This design comes from an exercise in tuning for small area on the open sky130 flow, not from production work. In this exercise RTL edits were held to simulation tests only and were not proved equivalent to the original. No driver is modelled on the clock port, so clocking that relies on it looks cheaper here than on a real chip. Power figures rest on the tool's default switching activity, not on a simulated workload.

==> flow/design.v <==
module uniloader_jtag (
    input  wire        clk,
    input  wire        rst,
    input  wire        req_valid,
    input  wire [23:0] req_word,
    output wire        req_ready,
    output reg         rsp_valid,
    output wire        rsp_err,
    output wire [31:0] rsp_data,
    output reg  [3:0]  tap_state,
    output reg         tap_known,
    output reg         tck,
    output reg         tms,
    output reg         tdi,
    input  wire        tdo
);
    localparam S_RESET = 4'h0, S_IDLE  = 4'h1, S_SELDR = 4'h2, S_CAPDR = 4'h3,
               S_SHDR  = 4'h4, S_EX1DR = 4'h5, S_PADR  = 4'h6, S_EX2DR = 4'h7,
               S_UPDR  = 4'h8, S_SELIR = 4'h9, S_CAPIR = 4'hA, S_SHIR  = 4'hB,
               S_EX1IR = 4'hC, S_PAIR  = 4'hD, S_EX2IR = 4'hE, S_UPIR  = 4'hF;
    localparam OP_RESET = 4'h0, OP_SET = 4'h1, OP_BITS = 4'h2, OP_RUN = 4'h3,
               OP_SHIR = 4'h4, OP_SHDR = 4'h5, OP_TOGGLE = 4'h6,
               OP_GETID = 4'h8, OP_INIT = 4'h9, OP_SEND = 4'hA, OP_FINISH = 4'hB,
               OP_REFUSED = 4'hF;
    localparam M_END = 4'd0, M_RST5 = 4'd1, M_INSN = 4'd2, M_DR32 = 4'd3,
               M_DR95 = 4'd4, M_RUNK = 4'd5, M_USER = 4'd6, M_SET = 4'd7,
               M_TOGGLE = 4'd8, M_RUN = 4'd9, M_GHOST = 4'd10;
    reg        busy;
    reg [3:0]  op;
    reg        f0;
    wire       f1 = m[2];    
    reg [2:0]  m;
    reg [1:0]  ph;
    reg        pdone;
    reg [4:0]  s;
    reg [31:0] q;
    reg [1:0]  rsub;      
    reg        bor;       
    assign req_ready = !busy;
    assign rsp_err   = (op == OP_REFUSED);
    assign rsp_data  = q;
    wire [3:0] w_op  = req_word[23:20];
    wire [3:0] w_n   = req_word[11:8];
    wire       w_f0  = req_word[16];
    wire [3:0] w_tgt = req_word[3:0];
    wire n_bad   = (w_n == 4'd0) || (w_n > 4'd8);
    wire in_shdr = tap_known && (tap_state == S_SHDR);
    wire in_shir = tap_known && (tap_state == S_SHIR);
    reg  reachable;
    reg  w_match;
    reg  w_refuse;
    always @* begin
        case (w_tgt)
            S_RESET: reachable = (tap_state == S_RESET);
            S_EX2DR: reachable = (tap_state == S_EX2DR) || (tap_state == S_PADR);
            S_EX2IR: reachable = (tap_state == S_EX2IR) || (tap_state == S_PAIR);
            default: reachable = 1'b1;
        endcase
        case (w_op)
            OP_RESET, OP_GETID, OP_FINISH:
                           w_match = (req_word[19:0] == 20'd0);
            OP_SET:        w_match = (req_word[19:4] == 16'd0);
            OP_BITS:       w_match = (req_word[19:17] == 3'd0) && (req_word[15:12] == 4'd0);
            OP_RUN:        w_match = (req_word[19:16] == 4'd0);
            OP_SHIR,
            OP_SHDR:       w_match = (req_word[19:18] == 2'd0) && (req_word[15:12] == 4'd0);
            OP_INIT:       w_match = (req_word[19:17] == 3'd0) && (req_word[15:0] == 16'd0);
            OP_SEND:       w_match = (req_word[19:18] == 2'd0) && (req_word[15:8] == 8'd0);
            default:       w_match = 1'b0;
        endcase
        case (w_op)
            OP_SET:    w_refuse = !tap_known || !reachable;
            OP_BITS:   w_refuse = n_bad || !(in_shdr || in_shir);
            OP_RUN:    w_refuse = !(tap_known && (tap_state == S_IDLE));
            OP_SHIR:   w_refuse = n_bad || (w_f0 ? !tap_known : !in_shir);
            OP_SHDR:   w_refuse = n_bad || (w_f0 ? !tap_known : !in_shdr);
            OP_SEND:   w_refuse = w_f0 ? !tap_known : !in_shdr;
            OP_FINISH: w_refuse = !tap_known;
            default:   w_refuse = 1'b0;
        endcase
        if (!w_match)
            w_refuse = 1'b1;
    end
    wire w_toggle = (tap_state == w_tgt) && ((w_tgt == S_PADR) || (w_tgt == S_PAIR));
    wire [3:0] w_opi = w_refuse ? OP_REFUSED :
                       ((w_op == OP_SET) && w_toggle) ? OP_TOGGLE : w_op;
    reg [3:0] mk;
    always @* begin
        mk = M_END;
        case (op)
            OP_RESET:  if (m[1:0] == 2'd0) mk = M_RST5;
            OP_SET:    if (m[1:0] == 2'd0) mk = M_SET;
            OP_TOGGLE: if (m[1:0] == 2'd0) mk = M_TOGGLE;
            OP_BITS, OP_SHIR, OP_SHDR, OP_SEND:
                       if (m[1:0] == 2'd0) mk = M_USER;
            OP_RUN:    if (m == 3'd0) mk = M_RUN; else if (m == 3'd1) mk = M_GHOST;
            OP_GETID:  case (m)
                           3'd0: mk = M_RST5;
                           3'd1: mk = M_INSN;
                           3'd2: mk = M_DR32;
                           default: mk = M_END;
                       endcase
            OP_INIT:   case (m)
                           3'd0: mk = M_RST5;
                           3'd1: mk = M_INSN;
                           3'd2: mk = f0 ? M_INSN : M_END;
                           3'd3: mk = M_RUNK;
                           3'd4: mk = M_INSN;
                           3'd5: mk = M_DR95;
                           3'd6: mk = M_INSN;
                           default: mk = M_END;
                       endcase
            OP_FINISH: case (m)
                           3'd0: mk = M_INSN;
                           3'd1: mk = M_DR32;
                           3'd2: mk = M_RUNK;
                           3'd3: mk = M_GHOST;
                           default: mk = M_END;
                       endcase
            OP_REFUSED: if (m[1:0] == 2'd0) mk = M_GHOST;
            default:   mk = M_END;
        endcase
    end
    reg        ld_en;
    reg [15:0] ld_val;
    always @* begin
        ld_en  = 1'b0;
        ld_val = 16'd0;
        case (mk)
            M_INSN: begin
                ld_en = 1'b1;
                if (op == OP_GETID)      ld_val = 16'h0009;       
                else if (op == OP_FINISH) ld_val = 16'h000C;      
                else if (m == 3'd1)      ld_val = 16'h000B;       
                else                     ld_val = 16'h0005;       
            end
            M_DR95: begin ld_en = 1'b1; ld_val = 16'd94; end
            M_RUNK: begin ld_en = 1'b1; ld_val = (op == OP_FINISH) ? 16'd100 : 16'd14000; end
            default: ;
        endcase
    end
    wire       x_ir = (op == OP_SHIR);
    reg        nav_en;
    reg [3:0]  nav_tgt;
    always @* begin
        nav_en  = 1'b0;
        nav_tgt = S_IDLE;
        if (ph == 2'd1) begin
            case (mk)
                M_INSN: begin nav_en = 1'b1; nav_tgt = S_SHIR; end
                M_DR32, M_DR95: begin nav_en = 1'b1; nav_tgt = S_SHDR; end
                M_USER: begin nav_en = (op != OP_BITS); nav_tgt = x_ir ? S_SHIR : S_SHDR; end
                M_SET:  begin nav_en = 1'b1; nav_tgt = q[3:0]; end
                default: ;
            endcase
        end else begin
            case (mk)
                M_INSN, M_DR32, M_DR95: nav_en = 1'b1;
                M_USER: nav_en = f1 && (op != OP_BITS);
                default: ;
            endcase
        end
    end
    wire       b_run  = (mk == M_DR95) || (mk == M_RUNK) || (mk == M_RUN);
    wire       b_ghost = (mk == M_SET) || (mk == M_GHOST);
    wire       b_tms1 = (mk == M_RST5) || (mk == M_TOGGLE);
    wire       b_tdi  = (mk == M_INSN) || (mk == M_DR32) || (mk == M_USER);
    wire       b_cap  = ((mk == M_DR32) && (op == OP_GETID)) ||
                        ((mk == M_USER) && (op != OP_SEND));
    wire       b_adv  = (op == OP_BITS) ? f0 : ((mk != M_USER) || f1);
    reg  [3:0] b_n;     
    always @* begin
        case (mk)
            M_RST5:   b_n = 4'd5;
            M_TOGGLE: b_n = 4'd1;
            M_INSN:   b_n = 4'd6;
            M_USER:   b_n = (op == OP_SEND) ? 4'd8 : {({rsub, bor} == 3'd0), rsub, bor};
            default:  b_n = 4'd0;
        endcase
    end
    wire [4:0] s_inc = s + 5'd1;
    wire       last  = (s_inc == {1'b0, b_n});
    reg [3:0] nx0;
    always @* begin
        case (tap_state)
            S_RESET: nx0 = S_IDLE;
            S_SELDR: nx0 = S_CAPDR;
            S_CAPDR, S_EX2DR: nx0 = S_SHDR;
            S_EX1DR: nx0 = S_PADR;
            S_UPDR, S_UPIR: nx0 = S_IDLE;
            S_SELIR: nx0 = S_CAPIR;
            S_CAPIR, S_EX2IR: nx0 = S_SHIR;
            S_EX1IR: nx0 = S_PAIR;
            default: nx0 = tap_state;
        endcase
    end
    wire tgt_ir  = nav_tgt[3] & (nav_tgt != S_UPDR);
    wire nav_tms = !((nx0 == nav_tgt) || (tap_state == S_RESET) || (tap_state == S_SELIR) ||
                     ((tap_state == S_SELDR) && !tgt_ir));
    reg [3:0] std_next;
    always @* begin
        case (tap_state)
            S_RESET: std_next = tms ? S_RESET : S_IDLE;
            S_IDLE:  std_next = tms ? S_SELDR : S_IDLE;
            S_SELDR: std_next = tms ? S_SELIR : S_CAPDR;
            S_CAPDR: std_next = tms ? S_EX1DR : S_SHDR;
            S_SHDR:  std_next = tms ? S_EX1DR : S_SHDR;
            S_EX1DR: std_next = tms ? S_UPDR  : S_PADR;
            S_PADR:  std_next = tms ? S_EX2DR : S_PADR;
            S_EX2DR: std_next = tms ? S_UPDR  : S_SHDR;
            S_UPDR:  std_next = tms ? S_SELDR : S_IDLE;
            S_SELIR: std_next = tms ? S_RESET : S_CAPIR;
            S_CAPIR: std_next = tms ? S_EX1IR : S_SHIR;
            S_SHIR:  std_next = tms ? S_EX1IR : S_SHIR;
            S_EX1IR: std_next = tms ? S_UPIR  : S_PAIR;
            S_PAIR:  std_next = tms ? S_EX2IR : S_PAIR;
            S_EX2IR: std_next = tms ? S_UPIR  : S_SHIR;
            default: std_next = tms ? S_SELDR : S_IDLE;
        endcase
    end
    localparam R_ROT = 2'd0, R_PUL = 2'd1, R_FIN = 2'd2;
    wire in_h    = !s[4] && (s[3] || (s[2] && (s[1] || s[0])));    
    wire rot_din = q[0] ^ (in_h & bor);
    wire bor_nx  = (s == 5'd0) | (bor & !(in_h & q[0]));
    wire s_is_l  = (s == q[4:0]);
    always @(posedge clk) begin
        rsp_valid <= 1'b0;
        if (rst) begin
            busy      <= 1'b0;
            tck       <= 1'b1;
            tap_known <= 1'b0;
            tap_state <= S_RESET;
            pdone     <= 1'b0;
            s         <= 5'd0;
            rsub      <= R_ROT;
        end else if (!busy) begin
            if (req_valid) begin
                busy     <= 1'b1;
                op       <= w_opi;
                f0       <= req_word[16];
                {rsub, bor} <= req_word[10:8];    
                q[15:0]  <= req_word[15:0];
                m        <= {req_word[17], 2'd0};
                ph       <= 2'd0;
            end
        end else if (!tck) begin
            tck       <= 1'b1;
            tap_state <= std_next;
            if (ph == 2'd2) begin
                s <= s_inc;
                if (b_run) begin
                    if (s == 5'd31) rsub <= R_ROT;
                end else begin
                    q <= {tdo & b_cap, q[31:1]};
                    if (last) pdone <= 1'b1;
                end
            end
        end else if (mk == M_END) begin
            rsp_valid <= 1'b1;
            busy      <= 1'b0;
        end else begin
            case (ph)
                2'd0: begin
                    if (ld_en) q[15:0] <= ld_val;
                    if (b_run) rsub <= R_ROT;
                    ph <= 2'd1;
                end
                2'd2: begin
                    if (pdone) begin
                        if (s == 5'd0) begin
                            pdone <= 1'b0;
                            rsub  <= R_ROT;
                            ph    <= 2'd3;
                        end else begin
                            q <= {1'b0, q[31:1]};
                            s <= s_inc;
                        end
                    end else if (b_run) begin
                        case (rsub)
                            R_ROT: begin
                                q   <= {rot_din, q[31:1]};
                                s   <= s_inc;
                                bor <= bor_nx;
                                if (s == 5'd31) rsub <= bor ? R_FIN : R_PUL;
                            end
                            R_PUL: begin
                                tck <= 1'b0;
                                tms <= 1'b0;
                            end
                            default: begin
                                if (s_is_l) begin
                                    pdone <= 1'b1;
                                end else begin
                                    tck <= 1'b0;
                                    tms <= 1'b0;
                                end
                            end
                        endcase
                    end else if (b_ghost) begin
                        q <= {1'b0, q[31:1]};
                        s <= s_inc;
                        if (last) pdone <= 1'b1;
                    end else begin
                        if (mk == M_RST5) tap_known <= 1'b1;
                        tck <= 1'b0;
                        tms <= b_tms1 | (b_adv & last);
                        if (b_tdi) tdi <= q[0];
                    end
                end
                default: begin  
                    if (nav_en && (tap_state != nav_tgt)) begin
                        tck <= 1'b0;
                        tms <= nav_tms;
                    end else begin
                        ph <= ph + 2'd1;
                        if (ph == 2'd3) m <= m + 3'd1;
                    end
                end
            endcase
        end
    end
endmodule
==> flow/flow/run.sh <==
#!/bin/bash
# Own layout flow: the standard synthesis, then the combinational logic of
# its netlist re-mapped for area with a stronger ABC script (registers kept as
# they are, same cells and names; four runs with different seeds, the smallest
# kept), then the standard layout steps, with small port buffers and a
# clock tree without dummy loads.
set -euo pipefail
W=$PWD
R=$W/orfs/results/$FLOW_PLATFORM/uniloader_jtag/base
YOSYS=yosys
if [[ -x $FLOW_HOME/../tools/install/yosys/bin/yosys ]]; then YOSYS=$FLOW_HOME/../tools/install/yosys/bin/yosys; fi
LIB=$FLOW_HOME/platforms/$FLOW_PLATFORM/lib/sky130_fd_sc_hd__tt_025C_1v80.lib

# 1. standard synthesis
bash standard.sh synth > $W/1_synth.log 2>&1
cp $R/1_2_yosys.v $W/1_2_yosys_standard.v

# 2. area re-mapping of the combinational logic, four seeds in parallel
for S in 0 1 2 3; do
  sed "s/@SEED@/$S/" $W/flow/opt.abc.in > $W/opt_$S.abc
  LIB=$LIB IN_V=$W/1_2_yosys_standard.v TOP=$FLOW_TOP ABC_SCRIPT=$W/opt_$S.abc \
  OUT_V=$W/remap_$S.v OUT_STAT=$W/remap_stat_$S.txt \
    $YOSYS -c $W/flow/reabc.tcl > $W/2_remap_$S.log 2>&1 &
done
wait
best=""; besta=""
for S in 0 1 2 3; do
  a=$(grep "Chip area" $W/remap_stat_$S.txt | awk '{print $NF}' || true)
  [[ -n "$a" ]] || continue
  if [[ -z "$besta" ]] || awk "BEGIN{exit !($a < $besta)}"; then best=$S; besta=$a; fi
done
echo "remap areas: $(grep -h 'Chip area' $W/remap_stat_*.txt | awk '{print $NF}' | tr '\n' ' '); kept seed $best ($besta)" > $W/2_remap_choice.log
cp $W/remap_$best.v $R/1_2_yosys.v
touch $R/1_2_yosys.v

# 3. layout
export BUFFER_PORTS_ARGS="-buffer_cell sky130_fd_sc_hd__buf_1"
export CTS_ARGS="-sink_clustering_enable -repair_clock_nets -dont_use_dummy_load -buf_list \"sky130_fd_sc_hd__clkbuf_4 sky130_fd_sc_hd__clkbuf_8\" -sink_clustering_size 20"
bash standard.sh > $W/3_layout.log 2>&1
==> flow/flow/opt.abc.in <==
strash
&get -n
&deepsyn -T 60 -S @SEED@
&put
dch -f
map -a
mfs2
strash
dch -f
map -a
mfs2
strash
dch -f
map -a
==> flow/flow/reabc.tcl <==
# Re-map the combinational logic of a mapped netlist with a stronger ABC script.
# Flip-flops (and tie cells) stay as they are, with their instance names.
yosys -import
set lib $::env(LIB)
read_liberty -ignore_miss_func -ignore_miss_dir $lib
read_verilog $::env(IN_V)
hierarchy -top $::env(TOP)
foreach m [split [exec sh -c "grep -o 'sky130_fd_sc_hd__\[a-z0-9_\]*' $::env(IN_V) | sort -u"] "\n"] {
  if {[regexp {df|dl|conb|tap|fill|decap} $m]} { catch {blackbox $m} }
}
flatten
opt_clean -purge
stat
abc -script $::env(ABC_SCRIPT) -liberty $lib -dont_use *lpflow* -dont_use *probe* -D 8000
opt_clean -purge
setundef -zero
splitnets
opt_clean -purge
hilomap -singleton -hicell sky130_fd_sc_hd__conb_1 HI -locell sky130_fd_sc_hd__conb_1 LO
insbuf -buf sky130_fd_sc_hd__buf_1 A X
tee -o $::env(OUT_STAT) stat -liberty $lib
write_verilog -noattr -noexpr -nohex -nodec $::env(OUT_V)
==> flow/standard.sh <==
#!/bin/bash
# synth_recipe.tcl (not shown) runs the flow's synth.tcl, then flattens the netlist and writes it again
# the make line also repeats each setting of config.mk as NAME=value (left out here)
make -C /OpenROAD-flow-scripts/flow DESIGN_CONFIG=/design/flow/config.mk WORK_HOME=/design/flow/orfs CLKGATE_MAP_FILE= SYNTH_SCRIPT=/design/flow/synth_recipe.tcl "${@:-finish}"
==> flow/config.mk <==
export PLATFORM = sky130hd
export DESIGN_NAME = uniloader_jtag
export DESIGN_NICKNAME = uniloader_jtag
export VERILOG_FILES = /design/flow/design.v
export SDC_FILE = /design/flow/constraint.sdc
export NUM_CORES = 4
export LEC_CHECK = 0
export ABC_AREA = 1
export CAP_MARGIN = 20
export CORE_MARGIN = 2
export CORE_UTILIZATION = 40
export CTS_BUF_LIST = sky130_fd_sc_hd__clkbuf_4
export CTS_CLUSTER_SIZE = 20
export PLACE_DENSITY = 0.6
export SLEW_MARGIN = 20
==> flow/constraint.sdc <==
create_clock -name core_clock -period 8.0 [get_ports {clk}]
set_input_delay 1.6000 -clock core_clock [delete_from_list [all_inputs] [get_ports {clk}]]
set_output_delay 1.6000 -clock core_clock [all_outputs]
set_load 0.01 [all_outputs]
==> results of run 1 <==
## stage by stage
stage / worst slack [ps] / cell area (sq um) / hold WS, ps
floorplan: 3930 / 3620 / 462
global placement: 3240 / 3950 / 436
global route: 2630 / 4080 / 460
detailed placement: 3340 / 3950 / 438
CTS: 3320 / 4080 / 447
finish: 3180 / 4080 / 450
## placed cells by master, fill, tap and decap left out, types with 2 or more instances in the layout
| cell | count |
|---|---|
| sky130_fd_sc_hd__a2111oi_0 | 2 |
| sky130_fd_sc_hd__a21oi_1 | 39 |
| sky130_fd_sc_hd__a221oi_1 | 8 |
| sky130_fd_sc_hd__a22oi_1 | 9 |
| sky130_fd_sc_hd__a31oi_1 | 7 |
| sky130_fd_sc_hd__buf_1 | 70 |
| sky130_fd_sc_hd__clkbuf_8 | 9 |
| sky130_fd_sc_hd__clkinv_1 | 80 |
| sky130_fd_sc_hd__dfxtp_1 | 16 |
| sky130_fd_sc_hd__edfxtp_1 | 45 |
| sky130_fd_sc_hd__nand2_1 | 68 |
| sky130_fd_sc_hd__nand3_1 | 14 |
| sky130_fd_sc_hd__nand4_1 | 2 |
| sky130_fd_sc_hd__nor2_1 | 68 |
| sky130_fd_sc_hd__nor3_1 | 14 |
| sky130_fd_sc_hd__nor4_1 | 9 |
| sky130_fd_sc_hd__o2111ai_1 | 3 |
| sky130_fd_sc_hd__o21ai_0 | 29 |
| sky130_fd_sc_hd__o221ai_1 | 4 |
| sky130_fd_sc_hd__o22ai_1 | 13 |
| sky130_fd_sc_hd__o31ai_1 | 3 |
| sky130_fd_sc_hd__o32ai_1 | 2 |
| sky130_fd_sc_hd__or4_2 | 2 |
| sky130_fd_sc_hd__xor2_1 | 2 |
## per-layer routing
layer | vias up | track usage, %
met5 | - | 0
met4 | 0 | 11.9
met3 | 37 | 4.29
met2 | 186 | 36.5
met1 | 1723 | 32.8
li1 | 1777 | -
## power by group
group	total [W]	switching [W]	internal (W)	leakage [nW]
logic	0.0000960	0.0000673	0.0000288	0.704
registers	0.000369	0.0000132	0.000355	0.538
clock network	0.000211	0.000111	0.000100	0.0647
## worst paths after layout
path               from  endpoint  slack, ps
setup reg to reg  op[1]      m[0]       3180
setup / recovery  op[1]      m[0]       3180
hold / removal    q[28]     q[27]        450
hold reg to reg   q[28]     q[27]        450
## final cells by class
type / count / share of cell area, %
timing repair buffer: 71 / 6.63
sequential: 61 / 41.0
clock buffer: 9 / 3.04
tap: 108 / 3.31
inverter: 80 / 7.36
multi-input combinational: 310 / 38.7
## flip-flops by register name, summed over array words and instances (netlist names), 2 cells and up
name       cells
op             4
tap_state      4
s              5
q             32
ph             2
m              3
rsub           2
## worst register-to-register path: cells and delay by family (launching register included)
family	cells	cell delay (ps)
and+or+nand+nor	12	1970
AOI/OAI and AO/OA	4	990
buffers and inverters	6	980
DFF	1	510
==> results by group, run 1 <==
STA
  – Worst Max-Slew Pin Slew: 772 ps
  – Count of pins over their slew limit: 0
  – Final critical path time including I/O delays and setup: 4820 ps
  – Largest clock skew in the final design: 19.2 ps
  – Hold violation count in the final report: 0
  – Final count of negative-setup-slack endpoints: 0
  – Worst-case headroom to the max-slew limit: 48.5%
  – Maximum frequency from static timing analysis: 208 MHz
  – Post-route setup TNS: 0 ps
  – Final period utilization: 60.2%
  – RSZ-0062 raised after global routing: false

Hold path
  – Worst hold path class: flip-flop to flip-flop
  – Hold Path Stages: 0

Setup path
  – Highest cell delay on the worst timing path: 510 ps
  – Critical-path cell list: clkinv_1 -> nand2_1 -> nand2_1 -> nor4_1 -> clkinv_1 -> nand2_1 -> nand2_1 -> a21oi_1 -> clkinv_1 -> a21oi_1 -> clkinv_1 -> a21oi_1 -> nand2_1 -> o21ai_0 -> nor2_1 -> nand2_1 -> clkinv_1 -> nor2_1 -> clkinv_1 -> nor2_1 -> nand3_1 -> nor3_1
  – Cell type group with the largest total delay on the critical path: simple AND/OR/NAND/NOR gates
  – Critical path type: flip-flop to flip-flop
  – WP buf/inv: 6
  – Critical Path End Type: flip-flop
  – CP Data Arrival Time: 4780 ps
  – Master of the slowest instance on the critical path: sky130_fd_sc_hd__edfxtp_1
  – Cell depth of the worst flop-to-flop path: 22
  – Critical path depth: 22
  – Worst Setup Start Kind: flip-flop
  – Worst Path Max Fanout: 9
  – Required time of the worst setup path: 7970 ps

Synth
  – Yosys warning total: 1
  – Area of the mapped netlist: 0.00362 sq mm
  – Synth Net Count: 500
  – Mean Syn Cell Area: 7.68 sq um
  – Cell count after synthesis: 472

Detailed routing
  – Met2 wire len: 5.29 mm
  – Detailed-route wire length on metal 1: 5.07 mm
  – Antenna-violating nets left: 0
  – Mean routed wirelength per cell: 18.5 um
  – Total number of vias: 3723
  – Length of routed met3 wiring: 958 um
  – Violation count after the first detailed-route iteration: 272
  – Mean number of vias per cell: 5.83
  – Topmost layer with routed signal wires: met4
  – Detailed-router iteration count before antenna repair: 7
  – Wire length after detailed routing: 11.8 mm
  – DRC violation count after routing: 0

Die
  – Die ar.: 0.00984 sq mm
  – Area of the core: 0.00876 sq mm
  – Die span in y: 99.2 um
  – Number of I/O pins: 71
  – Cell Rows: 34
  – Initial Utilization: 41.4%
  – Horizontal die dimension: 99.2 um

Job
  – Total of max-cap violations: 0

Layout
  – Final core utilization: 46.5%
  – Non-filler instance count after layout: 639
  – Area added between synthesis and finish: 12.5%
  – Number of filler instances in the final layout: 901
  – Number of nets at the end of the flow: 561
  – Flip-flop and latch area: 0.00167 sq mm
  – Antenna cells: 0
  – Area of combinational cells with multiple inputs: 0.00158 sq mm
  – Share of post-route cells with drive strength above 1: 3.01%

CTS
  – CTS max path bufs: 2
  – Post-cts repair resize count: 0
  – Number of sinks handled by clock tree synthesis: 61
  – H-tree level count: 3
  – CTS tree: built
  – Post-CTS Hold Buffers: 0
  – Buffer type at the clock tree root: sky130_fd_sc_hd__clkbuf_8
  – # Post-CTS Setup Buffers: 0
  – Clock buffers created by TritonCTS: 9
  – Source-to-sink clock delay at the later pin of the worst-skew pair: 350 ps
  – Clock slew at the register clock pins of the worst setup and hold paths: 60 ps

GRT
  – Wire length of the first global-routing pass: 18.0 mm
  – Vias in the first global route: 3476
  – Overall overflow remaining after global route: 0
  – Largest net degree at the start of global routing: 25
  – Total global routing track utilization: 24.0%
  – Number of antenna violations at the first check in global routing: 0

Power
  – Power per standard cell area: 166 mW/mm^2
  – Total power after layout: 0.000676 W
  – VDD IR max: 0.0644 mV
  – Leak pwr: 1.31 nW

Status
  – Result of the run: finished clean

Place
  – Final HPWL DP: 9.27 mm
  – Count of placed standard cells including taps: 630
  – Count of buffers inserted at the top-level ports: 70
  – Final weighted congestion in routability-driven placement: 0.994
==> run 2, diff against run 1 <==
--- a/flow/flow/run.sh
+++ b/flow/flow/run.sh
@@ -35,5 +35,5 @@
 
 # 3. layout
 export BUFFER_PORTS_ARGS="-buffer_cell sky130_fd_sc_hd__buf_1"
-export CTS_ARGS="-sink_clustering_enable -repair_clock_nets -dont_use_dummy_load -buf_list \"sky130_fd_sc_hd__clkbuf_4 sky130_fd_sc_hd__clkbuf_8\" -sink_clustering_size 20"
+export CTS_ARGS="-sink_clustering_enable -repair_clock_nets -dont_use_dummy_load -buf_list sky130_fd_sc_hd__clkbuf_4 -sink_clustering_size 20 -sink_buffer_max_cap_derate 0.6"
 bash standard.sh > $W/3_layout.log 2>&1
==> run 2 against run 1 <==
First-iteration DRC count shrank 3.3%. Largest power group unchanged. Hold slack got worse by 0.64 ps. Global-route usage up 0.074 points. Sequential share of layout area increased by 0.57 points. Highest routed layer unchanged. Combinational power about the same. Via count up 1.4%. Clock skew increased by 14 ps. Still clean on timing, DRC and antenna. Register-to-register slack gained 30 ps.
==> results by group, run 2 <==
CTS
  – Clock slew at the register clock pins of the worst setup and hold paths: 120 ps
  – Post-CTS Hold Buffers: 0
  – CTS max path bufs: 2
  – Clock buffers created by TritonCTS: 9
  – Buffer type at the clock tree root: sky130_fd_sc_hd__clkbuf_4
  – H-tree level count: 3
  – # Post-CTS Setup Buffers: 0
  – Source-to-sink clock delay at the later pin of the worst-skew pair: 420 ps
  – CTS tree: built
  – Post-cts repair resize count: 0
  – Number of sinks handled by clock tree synthesis: 61

GRT
  – Wire length of the first global-routing pass: 18.1 mm
  – Vias in the first global route: 3479
  – Number of antenna violations at the first check in global routing: 0
  – Overall overflow remaining after global route: 0
  – Largest net degree at the start of global routing: 25
  – Total global routing track utilization: 24.0%

STA
  – Largest clock skew in the final design: 33.5 ps
  – Setup ws final: 3220 ps
  – Hold violation count in the final report: 0
  – Final period utilization: 59.8%
  – Maximum frequency from static timing analysis: 209 MHz
  – Worst Max-Slew Pin Slew: 788 ps
  – Post-route setup TNS: 0 ps
  – RSZ-0062 raised after global routing: false
  – Count of pins over their slew limit: 0
  – Worst-case headroom to the max-slew limit: 47.4%
  – Final count of negative-setup-slack endpoints: 0
  – Final critical path time including I/O delays and setup: 4780 ps

Power
  – Leak pwr: 1.28 nW
  – VDD IR max: 0.0590 mV
  – Power per standard cell area: 155 mW/mm^2

Layout
  – Area added between synthesis and finish: 10.9%
  – Register with the highest flop count: q
  – Share of post-route cells with drive strength above 1: 3.01%
  – Number of nets at the end of the flow: 561
  – Most frequent cells in the layout: sky130_fd_sc_hd__clkinv_1 (80), sky130_fd_sc_hd__buf_1 (70), sky130_fd_sc_hd__nor2_1 (68), sky130_fd_sc_hd__nand2_1 (68), sky130_fd_sc_hd__edfxtp_1 (45)
  – Most common cell after layout, fill and taps aside: sky130_fd_sc_hd__clkinv_1
  – Area of combinational cells with multiple inputs: 0.00158 sq mm
  – Flip-flop count of the largest register, all copies and words added: 32
  – Number of filler instances in the final layout: 904
  – Flip-flop and latch area: 0.00167 sq mm
  – Largest registers: q (32), s (5)
  – Antenna cells: 0

Die
  – Number of I/O pins: 71
  – Area of the core: 0.00876 sq mm
  – Die ar.: 0.00984 sq mm
  – Horizontal die dimension: 99.2 um
  – Die span in y: 99.2 um
  – Initial Utilization: 41.4%
  – Cell Rows: 34

Setup path
  – Critical Path End Type: flip-flop
  – CP Data Arrival Time: 4820 ps
  – Master of the slowest instance on the critical path: sky130_fd_sc_hd__edfxtp_1
  – Cell type group with the largest total delay on the critical path: simple AND/OR/NAND/NOR gates
  – Required time of the worst setup path: 8030 ps
  – Critical path type: flip-flop to flip-flop
  – Highest cell delay on the worst timing path: 530 ps
  – Worst Path Max Fanout: 9
  – Critical-path cell list: clkinv_1 -> nand2_1 -> nand2_1 -> nor4_1 -> clkinv_1 -> nand2_1 -> nand2_1 -> a21oi_1 -> clkinv_1 -> a21oi_1 -> clkinv_1 -> a21oi_1 -> nand2_1 -> o21ai_0 -> nor2_1 -> nand2_1 -> clkinv_1 -> nor2_1 -> clkinv_1 -> nor2_1 -> nand3_1 -> nor3_1
  – Worst Setup Start Kind: flip-flop
  – WP buf/inv: 6

Synth
  – Cell count after synthesis: 472
  – Area of the mapped netlist: 0.00362 sq mm
  – Mean Syn Cell Area: 7.68 sq um
  – Yosys warning total: 1
  – Synth Net Count: 500

Detailed routing
  – Wire length after detailed routing: 11.8 mm
  – Met2 wire len: 5.26 mm
  – Violation count after the first detailed-route iteration: 263
  – Mean routed wirelength per cell: 18.5 um
  – DRC violation count after routing: 0
  – Length of routed met3 wiring: 900 um
  – Detailed-route wire length on metal 1: 5.20 mm
  – Detailed-router iteration count before antenna repair: 5
  – Mean number of vias per cell: 5.91
  – Antenna-violating nets left: 0
  – Total number of vias: 3776
  – Topmost layer with routed signal wires: met4

Place
  – Setup slack after placement: 3340 ps
  – Final HPWL DP: 9.27 mm
  – Final weighted congestion in routability-driven placement: 0.994
  – Count of buffers inserted at the top-level ports: 70

Job
  – Total of max-cap violations: 0

Status
  – Result of the run: finished clean

Hold path
  – Worst hold path class: flip-flop to flip-flop
run 2: report_power, final:
part	switching, W	internal, W
logic	0.0000675	0.0000288
registers	0.0000136	0.000355
clock network	0.000106	0.0000522
run 2: area by class of cell:
cell class	instances	share of cell area (%)
clock buffer	9	1.68
inverter	80	7.47
multi-input combinational	310	39.2
sequential	61	41.6
tap	108	3.36
timing repair buffer	71	6.72
run 2: path summary, 6_finish.rpt:
kind / from / endpoint / slack (ps) / cells past startpoint
min: q[25] / q[24] / 450 / 0
max reg2reg: op[1] / m[2] / 3220 / 22
min reg2reg: q[25] / q[24] / 450 / 0
max: op[1] / m[2] / 3220 / 22
run 2: through the flow:
stage / total power, W / instances / instance area [sq um] / util (%) / hold slack (ps)
2_1_floorplan: 0.000433 / 472 / 3620 / - / 462
3_3_place_gp: 0.000470 / 630 / 3950 / 45.1 / 436
3_5_place_dp: 0.000470 / 630 / 3950 / 45.1 / 438
4_1_cts: 0.000627 / 639 / 4020 / 45.9 / 447
5_1_grt: 0.000652 / 639 / 4020 / 45.9 / 456
6_report: 0.000623 / 639 / 4020 / 45.9 / 450
run 2: layer usage:
metal  vias to the layer above  GRT usage, %
met5                         -             0
met4                         0          12.0
li1                       1786             -
met1                      1769          33.2
met3                        38          3.72
met2                       183          36.7
==> run 3, diff against run 2 <==
==> flow/flow/run.sh (replaced) <==
#!/bin/bash
# Own layout flow: the standard synthesis, then the combinational logic of
# its netlist re-mapped for area with a stronger ABC script (registers kept as
# they are, same cells and names; four ABC scripts, the smallest result kept),
# then the standard layout steps, with small port buffers and a clock
# tree without dummy loads whose largest leaf buffers get a stronger cell
# (cts_post.tcl).
set -euo pipefail
W=$PWD
R=$W/orfs/results/$FLOW_PLATFORM/uniloader_jtag/base
YOSYS=yosys
if [[ -x $FLOW_HOME/../tools/install/yosys/bin/yosys ]]; then YOSYS=$FLOW_HOME/../tools/install/yosys/bin/yosys; fi
LIB=$FLOW_HOME/platforms/$FLOW_PLATFORM/lib/sky130_fd_sc_hd__tt_025C_1v80.lib

# 1. standard synthesis
bash standard.sh synth > $W/1_synth.log 2>&1
cp $R/1_2_yosys.v $W/1_2_yosys_standard.v

# 2. area re-mapping of the combinational logic, four scripts in parallel
for S in 0 1 2 3; do
  LIB=$LIB IN_V=$W/1_2_yosys_standard.v TOP=$FLOW_TOP ABC_SCRIPT=$W/flow/opt_$S.abc \
  OUT_V=$W/remap_$S.v OUT_STAT=$W/remap_stat_$S.txt \
    $YOSYS -c $W/flow/reabc.tcl > $W/2_remap_$S.log 2>&1 &
done
wait
best=""; besta=""
for S in 0 1 2 3; do
  a=$(grep "Chip area" $W/remap_stat_$S.txt | awk '{print $NF}' || true)
  [[ -n "$a" ]] || continue
  if [[ -z "$besta" ]] || awk "BEGIN{exit !($a < $besta)}"; then best=$S; besta=$a; fi
done
echo "remap areas: $(grep -h 'Chip area' $W/remap_stat_*.txt | awk '{print $NF}' | tr '\n' ' '); kept seed $best ($besta)" > $W/2_remap_choice.log
cp $W/remap_$best.v $R/1_2_yosys.v
touch $R/1_2_yosys.v

# 3. layout
export BUFFER_PORTS_ARGS="-buffer_cell sky130_fd_sc_hd__buf_1"
export CTS_ARGS="-sink_clustering_enable -repair_clock_nets -dont_use_dummy_load -buf_list sky130_fd_sc_hd__clkbuf_4 -sink_clustering_size 20"
export POST_CTS_TCL=$W/flow/cts_post.tcl
export LEAF_CLKBUF_BIG=sky130_fd_sc_hd__clkbuf_8
export LEAF_CLKBUF_MAX_FANOUT=8
bash standard.sh > $W/3_layout.log 2>&1
==> flow/flow/cts_post.tcl (new file) <==
# After clock tree synthesis: give the leaf clock buffers that drive the most
# register clock pins a stronger cell, for margin on the clock-pin slew.
set block [ord::get_db_block]
set big [[ord::get_db] findMaster $::env(LEAF_CLKBUF_BIG)]
set changed 0
foreach inst [$block getInsts] {
  if { ![string match "clkbuf_*_*__f_clk" [$inst getName]] } { continue }
  set out [[$inst findITerm X] getNet]
  set n [expr {[llength [$out getITerms]] - 1}]
  if { $n > $::env(LEAF_CLKBUF_MAX_FANOUT) } {
    puts "cts_post: [$inst getName] drives $n pins, now [$big getName]"
    $inst swapMaster $big
    incr changed
  }
}
if { $changed } {
  detailed_placement
  check_placement -verbose
}
estimate_parasitics -placement
report_clock_skew
==> flow/flow/opt_0.abc (new file) <==
strash
&get -n
&deepsyn -T 60
&put
dch -f
map -a
mfs2
strash
dch -f
map -a
mfs2
strash
dch -f
map -a
==> flow/flow/opt_1.abc (new file) <==
strash
&get -n
&deepsyn -J 100
&deepsyn -J 100 -S 1
&put
dch -f
map -a
mfs2
strash
dch -f
map -a
mfs2
strash
dch -f
map -a
==> flow/flow/opt_2.abc (new file) <==
strash
&get -n
&deepsyn -J 100
&deepsyn -J 100 -S 1
&deepsyn -J 100 -S 2
&deepsyn -J 100 -S 3
&put
dch -f
map -a
mfs2
strash
dch -f
map -a
mfs2
strash
dch -f
map -a
==> flow/flow/opt_3.abc (new file) <==
strash
&get -n
&deepsyn -J 100 -S 3
&deepsyn -J 100 -S 5
&put
dch -f
map -a
mfs2
strash
dch -f
map -a
mfs2
strash
dch -f
map -a
removed: flow/flow/opt.abc.in
==> run 3 against run 2 <==
Still clean. Utilization is essentially flat. Area after synthesis down 0.21%. Register-to-register slack improved by 90 ps. Non-clock buffer count fell by 1. Hold slack better by 1.9 ps. Critical endpoint unchanged. Largest cell class unchanged. Highest routed layer unchanged.
==> results by group, run 3 <==
Status
  – Result of the run: finished clean

Job
  – Total of max-cap violations: 0

Die
  – Number of I/O pins: 71
  – Horizontal die dimension: 99.1 um
  – Initial Utilization: 41.3%
  – Die ar.: 0.00982 sq mm
  – Cell Rows: 34
  – Die span in y: 99.1 um
  – Area of the core: 0.00876 sq mm

Detailed routing
  – Antenna-violating nets left: 0
  – Mean routed wirelength per cell: 17.8 um
  – DRC violation count after routing: 0
  – Mean number of vias per cell: 5.81
  – Detailed-router iteration count before antenna repair: 5
  – Wire length after detailed routing: 11.4 mm
  – Violation count after the first detailed-route iteration: 267
  – Total number of vias: 3719

Power
  – Leak pwr: 1.26 nW
  – VDD IR max: 0.0760 mV
  – Power per standard cell area: 150 mW/mm^2

Setup path
  – CP Data Arrival Time: 4720 ps
  – Critical Path End Type: flip-flop
  – Worst Path Max Fanout: 5
  – Worst Setup Start Kind: flip-flop
  – Critical path type: flip-flop to flip-flop
  – Required time of the worst setup path: 8020 ps

STA
  – Largest clock skew in the final design: 33.1 ps
  – Worst-case headroom to the max-slew limit: 42.5%
  – Final count of negative-setup-slack endpoints: 0
  – Maximum frequency from static timing analysis: 213 MHz
  – Count of pins over their slew limit: 0
  – Worst Max-Slew Pin Slew: 860 ps
  – Hold violation count in the final report: 0
  – Final critical path time including I/O delays and setup: 4690 ps
  – Final period utilization: 58.7%
  – RSZ-0062 raised after global routing: false
  – Post-route setup TNS: 0 ps

GRT
  – Vias in the first global route: 3418
  – Total global routing track utilization: 23.5%
  – Number of antenna violations at the first check in global routing: 0
  – Largest net degree at the start of global routing: 19
  – Overall overflow remaining after global route: 0
  – Wire length of the first global-routing pass: 17.8 mm

Place
  – Final HPWL DP: 8.77 mm
  – Count of buffers inserted at the top-level ports: 70
  – Instance area after placement: 0.00394 sq mm
  – Final weighted congestion in routability-driven placement: 0.913

Layout
  – Flip-flop count of the largest register, all copies and words added: 32
  – Most common cell after layout, fill and taps aside: sky130_fd_sc_hd__clkinv_1
  – Share of post-route cells with drive strength above 1: 2.26%
  – Largest registers: q (32), s (5)
  – Number of nets at the end of the flow: 562
  – Final design area excluding fillers: 0.00402 sq mm
  – Most frequent cells in the layout: sky130_fd_sc_hd__clkinv_1 (72), sky130_fd_sc_hd__nor2_1 (70), sky130_fd_sc_hd__nand2_1 (70), sky130_fd_sc_hd__buf_1 (70), sky130_fd_sc_hd__edfxtp_1 (45)
  – Area added between synthesis and finish: 11.2%
  – Register with the highest flop count: q
  – Antenna cells: 0
  – Number of filler instances in the final layout: 928

CTS
  – Clock slew at the register clock pins of the worst setup and hold paths: 90 ps
  – CTS tree: built
  – Source-to-sink clock delay at the later pin of the worst-skew pair: 420 ps
  – Number of sinks handled by clock tree synthesis: 61

Synth
  – Yosys warning total: 1
  – Area of the mapped netlist: 0.00362 sq mm
  – Cell count after synthesis: 474
  – Mean Syn Cell Area: 7.63 sq um
  – Synth Net Count: 502

Hold path
  – Worst hold path class: flip-flop to flip-flop
==> run 3: critical path: stages (launching register included) <==
cell and delay, ps:
sky130_fd_sc_hd__edfxtp_1 450, sky130_fd_sc_hd__nor2_1 290, sky130_fd_sc_hd__nand3_1 130, sky130_fd_sc_hd__nor3_1 540, sky130_fd_sc_hd__a211oi_1 160, sky130_fd_sc_hd__a31oi_1 240, sky130_fd_sc_hd__clkinv_1 110, sky130_fd_sc_hd__nor2_1 240
sky130_fd_sc_hd__and3_2 290, sky130_fd_sc_hd__a21oi_1 90, sky130_fd_sc_hd__nor2_1 110, sky130_fd_sc_hd__a21oi_1 50, sky130_fd_sc_hd__nor2_1 220, sky130_fd_sc_hd__clkinv_1 110, sky130_fd_sc_hd__nor2_1 130, sky130_fd_sc_hd__nor2_1 80
sky130_fd_sc_hd__a31oi_1 170, sky130_fd_sc_hd__nand4_1 100, sky130_fd_sc_hd__o211ai_1 120, sky130_fd_sc_hd__a21oi_1 110, sky130_fd_sc_hd__nor3_1 560
==> run 3: per-stage QoR <==
step	hold WS [ps]	std cells	total power (W)	setup slack (ps)	util (%)
finish	451	640	0.000603	3310	45.9
floorplan	476	474	0.000406	4490	-
global route	462	640	0.000627	2870	45.9
global placement	429	631	0.000435	3680	44.9
detailed placement	433	631	0.000434	3560	44.9
==> run 3: report_power, final <==
group | total [W] | switching, W | internal, W
Sequential | 0.000361 | 0.0000115 | 0.000350
Combinational | 0.0000676 | 0.0000467 | 0.0000209
Clock | 0.000174 | 0.000106 | 0.0000679
==> run 3: layout make-up <==
type / instances / area, sq um / area share [%]
clock buffers: 9 / 86.3 / 2.15
well taps: 108 / 135 / 3.36
repair buffers: 70 / 263 / 6.53
multi-input cells: 320 / 1600 / 39.7
flip-flops and latches: 61 / 1670 / 41.6
inverters: 72 / 270 / 6.72
==> run 3: worst paths after layout <==
| path | startpoint | to | slack (ps) | depth (start not counted) |
|---|---|---|---|---|
| max | m[0] | m[2] | 3310 | 20 |
| min | q[17] | q[16] | 450 | 0 |
| max reg2reg | m[0] | m[2] | 3310 | 20 |
| min reg2reg | q[17] | q[16] | 450 | 0 |
==> run 3: metal layers <==
metal | share of wire [%] | track usage, % | vias up
met5 | 0 | 0 | -
met2 | 46 | 36.9 | 204
met3 | 8.0 | 3.87 | 24
li1 | - | - | 1775
met1 | 44 | 32.9 | 1716
met4 | 2.3 | 8.54 | 0
==> run 4, diff against run 3 <==
==> flow/flow/opt_0.abc (replaced) <==
strash
&get -n
&deepsyn -J 100 -S 0
&deepsyn -J 100 -S 1
&put
dch -f
amap -m -F 4 -A 8
mfs2
strash
dch -f
amap -m -F 4 -A 8
mfs2
strash
dch -f
amap -m -F 4 -A 8
mfs2
strash
dch -f
amap -m -F 4 -A 8
mfs2
strash
dch -f
amap -m -F 4 -A 8
==> flow/flow/opt_1.abc (replaced) <==
strash
&get -n
&deepsyn -J 100 -S 2
&deepsyn -J 100 -S 3
&put
dch -f
amap -m -F 4 -A 8
mfs2
strash
dch -f
amap -m -F 4 -A 8
mfs2
strash
dch -f
amap -m -F 4 -A 8
mfs2
strash
dch -f
amap -m -F 4 -A 8
mfs2
strash
dch -f
amap -m -F 4 -A 8
==> flow/flow/opt_2.abc (replaced) <==
strash
&get -n
&deepsyn -J 100 -S 4
&deepsyn -J 100 -S 5
&put
dch -f
amap -m -F 4 -A 8
mfs2
strash
dch -f
amap -m -F 4 -A 8
mfs2
strash
dch -f
amap -m -F 4 -A 8
mfs2
strash
dch -f
amap -m -F 4 -A 8
mfs2
strash
dch -f
amap -m -F 4 -A 8
==> flow/flow/opt_3.abc (replaced) <==
strash
&get -n
&deepsyn -J 100 -S 6
&deepsyn -J 100 -S 7
&put
dch -f
amap -m -F 4 -A 8
mfs2
strash
dch -f
amap -m -F 4 -A 8
mfs2
strash
dch -f
amap -m -F 4 -A 8
mfs2
strash
dch -f
amap -m -F 4 -A 8
mfs2
strash
dch -f
amap -m -F 4 -A 8
mfs2
strash
dch -f
amap -m -F 4 -A 8
mfs2
strash
dch -f
amap -m -F 4 -A 8
mfs2
strash
dch -f
amap -m -F 4 -A 8
mfs2
strash
dch -f
amap -m -F 4 -A 8
==> run 4 against run 3 <==
Highest routed layer unchanged. Final cell count down 8.4%. Design area down 2.1%. Clock skew up 4.0 ps. Fmax up 7.4%.
==> results by group, run 4 <==
STA
  – Worst Max-Slew Pin Slew: 918 ps
  – Largest clock skew in the final design: 37.1 ps
  – Final period utilization: 54.6%
  – Setup ws final: 3630 ps
  – RSZ-0062 raised after global routing: false
  – Worst-case headroom to the max-slew limit: 38.2%
  – Final critical path time including I/O delays and setup: 4370 ps
  – Final count of negative-setup-slack endpoints: 0
  – Hold violation count in the final report: 0
  – Count of pins over their slew limit: 0
  – Maximum frequency from static timing analysis: 229 MHz
  – Post-route setup TNS: 0 ps

GRT
  – Number of antenna violations at the first check in global routing: 0
  – Wire length of the first global-routing pass: 17.1 mm
  – Total global routing track utilization: 22.7%
  – Vias in the first global route: 3270
  – Overall overflow remaining after global route: 0
  – Largest net degree at the start of global routing: 26

Power
  – VDD IR max: 0.0573 mV
  – Leak pwr: 1.20 nW
  – Power per standard cell area: 155 mW/mm^2

Detailed routing
  – DRC violation count after routing: 0
  – Total number of vias: 3560
  – Violation count after the first detailed-route iteration: 515
  – Antenna-violating nets left: 0
  – Mean routed wirelength per cell: 18.3 um
  – Wire length after detailed routing: 10.7 mm
  – Detailed-router iteration count before antenna repair: 7
  – Mean number of vias per cell: 6.08

Layout
  – Antenna cells: 0
  – Most common cell after layout, fill and taps aside: sky130_fd_sc_hd__buf_1
  – Flip-flop count of the largest register, all copies and words added: 32
  – Number of nets at the end of the flow: 508
  – Most frequent cells in the layout: sky130_fd_sc_hd__buf_1 (70), sky130_fd_sc_hd__nor2_1 (68), sky130_fd_sc_hd__clkinv_1 (55), sky130_fd_sc_hd__edfxtp_1 (45), sky130_fd_sc_hd__o21ai_0 (34)
  – Register with the highest flop count: q
  – Final design area excluding fillers: 0.00394 sq mm
  – Share of post-route cells with drive strength above 1: 2.51%
  – Area added between synthesis and finish: 12.1%
  – Largest registers: q (32), s (5)
  – Number of filler instances in the final layout: 880

Synth
  – Synth Net Count: 446
  – Area of the mapped netlist: 0.00351 sq mm
  – Mean Syn Cell Area: 8.41 sq um
  – Cell count after synthesis: 418
  – Yosys warning total: 1

Setup path
  – Master of the slowest instance on the critical path: sky130_fd_sc_hd__edfxtp_1
  – Required time of the worst setup path: 8070 ps
  – CP Data Arrival Time: 4440 ps
  – Cell type with the highest occurrence count on the critical path: sky130_fd_sc_hd__nor2_1
  – Critical-path cell list: clkinv_1 -> nor2_1 -> nor3_1 -> nand4_1 -> nor2_1 -> clkinv_1 -> o21ai_0 -> a21oi_1 -> nand2_1 -> nor2_1 -> o221ai_1 -> o21ai_0 -> o21ai_0 -> o21a_1 -> nor2_1 -> clkinv_1 -> o22ai_1 -> a31oi_1 -> nor2_1 -> nor2_1 -> nor3_1
  – Source of the worst register-to-register timing path: m[0]
  – Critical path type: flip-flop to flip-flop
  – Highest cell delay on the worst timing path: 450 ps
  – Capture instance of the worst register-to-register path: m[0]
  – Worst Setup Start Kind: flip-flop
  – Register-to-register path setup slack: 3630 ps
  – Cell depth of the worst flop-to-flop path: 21
  – Worst setup path startpoint: m[0]
  – Destination of the critical timing path: m[0]
  – Worst Path Max Fanout: 7
  – Critical Path End Type: flip-flop

Place
  – Instance area after placement: 0.00385 sq mm
  – Final HPWL DP: 8.00 mm
  – Setup slack after placement: 3750 ps
  – Count of buffers inserted at the top-level ports: 70
  – Final weighted congestion in routability-driven placement: 1.05

Die
  – Die span in y: 97.7 um
  – Horizontal die dimension: 97.7 um
  – Area of the core: 0.00864 sq mm
  – Die ar.: 0.00955 sq mm
  – Number of I/O pins: 71
  – Cell Rows: 34
  – Initial Utilization: 40.7%

Hold path
  – Worst hold path class: flip-flop to flip-flop
  – Hold Path Stages: 0

CTS
  – CTS tree: built
  – Number of sinks handled by clock tree synthesis: 61
  – Source-to-sink clock delay at the later pin of the worst-skew pair: 430 ps
  – Clock slew at the register clock pins of the worst setup and hold paths: 90 ps

Job
  – Total of max-cap violations: 0

Status
  – Result of the run: finished clean
[run 4: through the flow]
stage                     power, W  util (%)  hold WS [ps]  std cells
after floorplan           0.000410         -           483        418
after global routing      0.000636      45.6           462        586
final                     0.000612      45.6           449        586
after global placement    0.000440      44.6           427        577
after detailed placement  0.000440      44.6           434        577
[run 4: report_power, final]
group          internal [W]  switching (W)
Combinational     0.0000242      0.0000486
Clock             0.0000678       0.000109
Sequential         0.000350      0.0000118
Total              0.000442       0.000170
[run 4: critical path, delay by kind of cell, from the launching register on]
family,cells,cell delay (ps)
AOI/OAI and AO/OA,8,1330
and+or+nand+nor,10,1920
DFF,1,450
buffers and inverters,3,300
[run 4: layout make-up]
type | count | area, sq um | share of cell area [%]
Inverter | 55 | 206 | 5.24
Tap cell | 108 | 135 | 3.43
Timing Repair Buffer | 72 | 278 | 7.05
Sequential cell | 61 | 1670 | 42.4
Multi-Input combinational cell | 281 | 1560 | 39.6
Clock buffer | 9 | 86.3 | 2.19
[run 4: layer usage]
layer | part of all wire, % | GRT usage [%]
met1 | 44 | 31.4
met2 | 44 | 34.3
met3 | 8.8 | 5.54
met4 | 2.9 | 8.97
met5 | 0 | 0
[run 4: worst min-delay path by stage]
stage / from / end
after global routing: q[23] / q[22]
final: q[23] / q[22]
after floorplan: rsub[0] / rsub[0]
after global placement: q[31] / q[30]
after detailed placement: q[27] / q[26]
==> run 5, diff against run 4 <==
--- a/flow/design.v
+++ b/flow/design.v
@@ -233,6 +233,11 @@
             pdone     <= 1'b0;
             s         <= 5'd0;
             rsub      <= R_ROT;
+            op        <= 4'h0;
+            m         <= 3'd0;
+            ph        <= 2'd0;
+            f0        <= 1'b0;
+            q[15:0]   <= 16'd0;
         end else if (!busy) begin
             if (req_valid) begin
                 busy     <= 1'b1;
==> run 5 against run 4 <==
Total power up 10%. Combinational power rose by 120%. Non-clock buffer count is 1 higher. Critical path depth increased by 1. Global-route usage rose by 2.6 points. Final cell count rose by 7.8%. Register-to-register slack got worse by 670 ps. Area after synthesis down 0.68%. Clock skew fell by 13 ps. First-iteration DRC count fell by 43%. Routed wire length grew 9.7%. Setup slack lost 670 ps.
==> results by group, run 5 <==
Die
  – Horizontal die dimension: 97.4 um
  – Die ar.: 0.00949 sq mm
  – Initial Utilization: 40.6%
  – Cell Rows: 34
  – Area of the core: 0.00859 sq mm
  – Die span in y: 97.4 um
  – Number of I/O pins: 71

Hold path
  – End of the worst hold path: q[17]
  – Startpoint of the most critical hold path: q[18]
  – Worst hold path class: flip-flop to flip-flop
  – Hold Path Stages: 0

Synth
  – Synth Net Count: 491
  – Mean Syn Cell Area: 7.54 sq um
  – Cell count after synthesis: 463
  – Area of the mapped netlist: 0.00349 sq mm
  – Yosys warning total: 1

CTS
  – Clock slew at the register clock pins of the worst setup and hold paths: 90 ps
  – Source-to-sink clock delay at the later pin of the worst-skew pair: 400 ps
  – CTS tree: built
  – Number of sinks handled by clock tree synthesis: 61

Setup path
  – Capture instance of the worst register-to-register path: q[0]
  – Cell type with the highest occurrence count on the critical path: sky130_fd_sc_hd__clkinv_1
  – WP buf/inv: 5
  – Cell depth of the worst flop-to-flop path: 22
  – Highest cell delay on the worst timing path: 800 ps
  – Critical path type: flip-flop to flip-flop
  – Worst Setup Start Kind: flip-flop
  – Register-to-register path setup slack: 2960 ps
  – Cell type group with the largest total delay on the critical path: simple AND/OR/NAND/NOR gates
  – Critical Path End Type: flip-flop
  – Critical-path cell list: clkinv_1 -> nor2_1 -> clkinv_1 -> o21ai_0 -> a21oi_1 -> o21ai_0 -> clkinv_1 -> a21oi_1 -> nor2_1 -> nand3_1 -> nand3_1 -> nor2_1 -> clkinv_1 -> nor3_1 -> nor3_1 -> o21ai_0 -> o221ai_1 -> nor2_1 -> clkinv_1 -> o22ai_1 -> a31oi_1 -> o21ai_0
  – Required time of the worst setup path: 8320 ps
  – CP Data Arrival Time: 5350 ps
  – Worst Path Max Fanout: 14
  – Source of the worst register-to-register timing path: op[3]
  – Master of the slowest instance on the critical path: sky130_fd_sc_hd__nor2_1

GRT
  – Overall overflow remaining after global route: 0
  – Largest net degree at the start of global routing: 30
  – Total global routing track utilization: 25.3%
  – Wire length of the first global-routing pass: 19.0 mm
  – Vias in the first global route: 3592
  – Number of antenna violations at the first check in global routing: 0

Layout
  – Flip-flop count of the largest register, all copies and words added: 32
  – Antenna cells: 0
  – Register with the highest flop count: q
  – Largest registers: q (32), s (5)
  – Area added between synthesis and finish: 12.2%
  – Number of nets at the end of the flow: 554
  – Share of post-route cells with drive strength above 1: 2.48%
  – Most common cell after layout, fill and taps aside: sky130_fd_sc_hd__clkinv_1
  – Most frequent cells in the layout: sky130_fd_sc_hd__clkinv_1 (77), sky130_fd_sc_hd__buf_1 (70), sky130_fd_sc_hd__nor2_1 (69), sky130_fd_sc_hd__dfxtp_1 (42), sky130_fd_sc_hd__o21ai_0 (39)

Detailed routing
  – Mean number of vias per cell: 5.98
  – Wire length after detailed routing: 11.7 mm
  – Violation count after the first detailed-route iteration: 295
  – Antenna-violating nets left: 0
  – Detailed-router iteration count before antenna repair: 5
  – DRC violation count after routing: 0
  – Total number of vias: 3779
  – Mean routed wirelength per cell: 18.6 um

STA
  – Worst Max-Slew Pin Slew: 1020 ps
  – Count of pins over their slew limit: 0
  – Largest clock skew in the final design: 23.8 ps
  – Post-route setup TNS: 0 ps
  – Maximum frequency from static timing analysis: 198 MHz
  – Worst-case headroom to the max-slew limit: 31.7%
  – Final hold slack: 432 ps
  – Final count of negative-setup-slack endpoints: 0
  – Final period utilization: 63.0%
  – Final critical path time including I/O delays and setup: 5040 ps
  – Hold violation count in the final report: 0
  – RSZ-0062 raised after global routing: false

Power
  – Fraction of power spent switching nets: 33.8%
  – Net Sw Power: 0.000228 W
  – Pint: 0.000448 W
  – Leak pwr: 1.18 nW
  – Reg power frac: 51.9%
  – Combinational share of power: 23.9%
  – VDD IR max: 0.0752 mV
  – Power per standard cell area: 173 mW/mm^2
  – Fraction of power consumed by the clock network: 24.2%

Status
  – Result of the run: finished clean

Job
  – Total of max-cap violations: 0

Place
  – Final HPWL DP: 9.11 mm
  – Final weighted congestion in routability-driven placement: 0.948
  – Count of buffers inserted at the top-level ports: 70
run 5: routing by layer:
layer	GRT usage, %	part of all wire, %	up-vias
met3	6.12	6.9	36
met2	37.5	44	160
li1	-	-	1814
met5	0	0	-
met1	35.4	46	1769
met4	10.4	3.8	0
run 5: final cells by class:
class | instances | area [sq um]
well taps | 108 | 135
flip-flops and latches | 61 | 1410
clock buffers | 9 | 80.1
multi-input cells | 304 | 1710
fillers | 912 | 4680
inverters | 77 | 289
repair buffers | 73 | 285
run 5: how the worst max path moves through the flow:
stage	from	endpoint	slack, ps	depth (start not counted)
floorplan	m[0]	q[8]	3430	21
global placement	op[3]	q[0]	2930	22
detailed placement	op[3]	q[0]	3080	22
global route	op[3]	q[0]	2330	22
finish	op[3]	q[0]	2960	22
run 5: power groups by stage:
stage	logic [W]	clock network, W	registers [W]
global placement	0.000161	0	0.000358
detailed placement	0.000159	0	0.000357
floorplan	0.000110	0	0.000351
global route	0.000181	0.000183	0.000353
finish	0.000161	0.000163	0.000351
run 5: per-stage QoR:
stage	total power, W	cell area [sq um]	worst slack, ps	utilization (%)	instances
after global routing	0.000718	3910	2330	45.5	632
after global placement	0.000519	3830	2930	44.6	623
after detailed placement	0.000516	3830	3080	44.6	623
final	0.000676	3910	2960	45.5	632
after floorplan	0.000460	3490	3430	-	463
==> run 6, diff against run 5 <==
--- a/flow/design.v
+++ b/flow/design.v
@@ -4,7 +4,7 @@
     input  wire        req_valid,
     input  wire [23:0] req_word,
     output wire        req_ready,
-    output reg         rsp_valid,
+    output wire        rsp_valid,
     output wire        rsp_err,
     output wire [31:0] rsp_data,
     output reg  [3:0]  tap_state,
@@ -39,6 +39,7 @@
     assign req_ready = !busy;
     assign rsp_err   = (op == OP_REFUSED);
     assign rsp_data  = q;
+    assign rsp_valid = busy && tck && (mk == M_END);
     wire [3:0] w_op  = req_word[23:20];
     wire [3:0] w_n   = req_word[11:8];
     wire       w_f0  = req_word[16];
@@ -224,7 +225,6 @@
     wire bor_nx  = (s == 5'd0) | (bor & !(in_h & q[0]));
     wire s_is_l  = (s == q[4:0]);
     always @(posedge clk) begin
-        rsp_valid <= 1'b0;
         if (rst) begin
             busy      <= 1'b0;
             tck       <= 1'b1;
@@ -261,7 +261,6 @@
                 end
             end
         end else if (mk == M_END) begin
-            rsp_valid <= 1'b1;
             busy      <= 1'b0;
         end else begin
             case (ph)
==> run 6 against run 5 <==
Sequential share of layout area grew 0.054 points. Still clean on timing, DRC and antenna. Clock skew grew 19 ps. Critical path type unchanged. Critical endpoint is now m[2]. Design area shrank 1.6%. Global-route usage shrank 0.45 points. Sequential power is essentially flat. Total power grew 1.2%. Highest routed layer unchanged. Final cell count is the same. Hold slack gained 9.9 ps.
==> results by group, run 6 <==
Status
  – Result of the run: finished clean

Layout
  – Antenna cells: 0
  – Flip-flop count of the largest register, all copies and words added: 32
  – Number of nets at the end of the flow: 557
  – Share of post-route cells with drive strength above 1: 2.28%
  – Register with the highest flop count: q
  – Area added between synthesis and finish: 12.2%
  – Number of filler instances in the final layout: 849
  – Most frequent cells in the layout: sky130_fd_sc_hd__clkinv_1 (77), sky130_fd_sc_hd__nor2_1 (77), sky130_fd_sc_hd__buf_1 (70), sky130_fd_sc_hd__o21ai_0 (44), sky130_fd_sc_hd__dfxtp_1 (41)
  – Largest registers: q (32), s (5)
  – Final design area excluding fillers: 0.00385 sq mm

Power
  – Total power after layout: 0.000684 W
  – Leak pwr: 1.18 nW
  – VDD IR max: 0.0717 mV
  – Power per standard cell area: 178 mW/mm^2

Detailed routing
  – Total number of vias: 3773
  – Mean number of vias per cell: 5.97
  – Violation count after the first detailed-route iteration: 384
  – Mean routed wirelength per cell: 18.6 um
  – DRC violation count after routing: 0
  – Wire length after detailed routing: 11.8 mm
  – Antenna-violating nets left: 0
  – Detailed-router iteration count before antenna repair: 7

GRT
  – Wire length of the first global-routing pass: 18.5 mm
  – Total global routing track utilization: 24.8%
  – Overall overflow remaining after global route: 0
  – Vias in the first global route: 3489
  – Number of antenna violations at the first check in global routing: 0
  – Largest net degree at the start of global routing: 29

Synth
  – Mean Syn Cell Area: 7.35 sq um
  – Area of the mapped netlist: 0.00343 sq mm
  – Yosys warning total: 1
  – Synth Net Count: 495
  – Cell count after synthesis: 467

CTS
  – Clock slew at the register clock pins of the worst setup and hold paths: 110 ps
  – Source-to-sink clock delay at the later pin of the worst-skew pair: 430 ps
  – CTS tree: built
  – Number of sinks handled by clock tree synthesis: 60

Setup path
  – Worst Setup Start Kind: flip-flop
  – Source of the worst register-to-register timing path: op[1]
  – Capture instance of the worst register-to-register path: m[2]
  – Critical path type: flip-flop to flip-flop
  – Cell type with the highest occurrence count on the critical path: sky130_fd_sc_hd__o21ai_0
  – CP Data Arrival Time: 6320 ps
  – Worst Path Max Fanout: 8
  – Worst setup path startpoint: op[1]
  – Critical Path End Type: flip-flop
  – Highest cell delay on the worst timing path: 510 ps
  – Register-to-register path setup slack: 2010 ps
  – Destination of the critical timing path: m[2]
  – Master of the slowest instance on the critical path: sky130_fd_sc_hd__or4_1
  – Cell depth of the worst flop-to-flop path: 29
  – Required time of the worst setup path: 8330 ps

STA
  – Count of pins over their slew limit: 0
  – Post-route setup TNS: 0 ps
  – Maximum frequency from static timing analysis: 167 MHz
  – Largest clock skew in the final design: 42.5 ps
  – Final period utilization: 74.9%
  – RSZ-0062 raised after global routing: false
  – Worst Max-Slew Pin Slew: 1030 ps
  – Final critical path time including I/O delays and setup: 5990 ps
  – Worst-case headroom to the max-slew limit: 31.3%
  – Hold violation count in the final report: 0
  – Final count of negative-setup-slack endpoints: 0

Hold path
  – Worst hold path class: flip-flop to flip-flop

Place
  – Instance area after placement: 0.00377 sq mm
  – Count of buffers inserted at the top-level ports: 70
  – Final weighted congestion in routability-driven placement: 0.947
  – Final HPWL DP: 9.18 mm

Die
  – Initial Utilization: 41.6%
  – Cell Rows: 33
  – Die ar.: 0.00934 sq mm
  – Die span in y: 96.6 um
  – Area of the core: 0.00826 sq mm
  – Number of I/O pins: 71
  – Horizontal die dimension: 96.6 um

Job
  – Total of max-cap violations: 0
-- run 6: power breakdown --
group          internal [W]  switching [W]  leakage (nW)
combinational     0.0000519       0.000111         0.620
sequential         0.000328      0.0000204         0.510
clock             0.0000678       0.000105        0.0492
-- run 6: through the flow --
step | worst slack [ps] | hold slack (ps) | cells | utilization [%]
after floorplan | 3160 | 445 | 467 | -
after global placement | 2560 | 428 | 623 | 45.6
after detailed placement | 2270 | 435 | 623 | 45.6
after global routing | 1340 | 443 | 632 | 46.7
final | 2010 | 442 | 632 | 46.7
-- run 6: worst min-delay path by stage --
stage / start / end / slack [ps] / cells past startpoint
after floorplan: rsub[0] / rsub[0] / 440 / 2
after global placement: q[28] / q[27] / 430 / 0
after detailed placement: q[20] / q[19] / 430 / 0
after global routing: q[20] / q[19] / 440 / 0
final: q[20] / q[19] / 440 / 0
-- run 6: critical path: cells and delay by family (launching register included) --
| family | cells | cell delay [ps] |
|---|---|---|
| simple gates | 10 | 2230 |
| buf+inv | 6 | 880 |
| compound gates | 13 | 2400 |
| flops | 1 | 380 |
-- run 6: cell type report --
class	count	area, sq um	share of cell area [%]
Multi-Input combinational cell	309	1680	43.5
Sequential cell	60	1390	36.1
Inverter	77	289	7.50
Timing Repair Buffer	72	278	7.21
Tap cell	105	131	3.41
Clock buffer	9	86.3	2.24
-- run 6: layer usage --
metal | vias up | track usage [%] | wire length (um)
met2 | 194 | 37.4 | 5120
met3 | 32 | 3.90 | 833
met5 | - | 0 | 0
li1 | 1812 | - | -
met4 | 0 | 11.8 | 423
met1 | 1735 | 34.8 | 5410

==> separate check: timing with driven ports <==
How much do the figures lean on ideal ports? The routed layouts below were timed once more, with nothing changed but the port constraints.
Step 1, drivers: a clkbuf_16 drives clk and a buf_2 each remaining input, both assumed.
Step 2 moves the port delays by t, midway between the first and last clock arrival at a register: inputs arrive t later, outputs are due t later. That takes back most of the time a late clock gives input paths.
Slacks: ideal / step 1 / step 2; pairs: ideal / step 1.
run | shift t [ns] | setup slack, ns | worst register clock-pin slew, ns | cell pins on the clock port's net
run 1 | 0.370 | 3.185 / 3.185 / 3.185 | 0.08 / 0.08 | 1
run 2 | 0.438 | 3.219 / 3.219 / 3.219 | 0.12 / 0.12 | 1
run 3 | 0.434 | 3.305 / 3.305 / 3.305 | 0.09 / 0.09 | 1
run 4 | 0.444 | 3.631 / 3.631 / 3.631 | 0.10 / 0.10 | 1
run 5 | 0.411 | 2.962 / 2.962 / 2.962 | 0.09 / 0.09 | 1
run 6 | 0.440 | 2.005 / 2.005 / 2.005 | 0.11 / 0.11 | 1
After both steps every run listed still meets setup and hold.
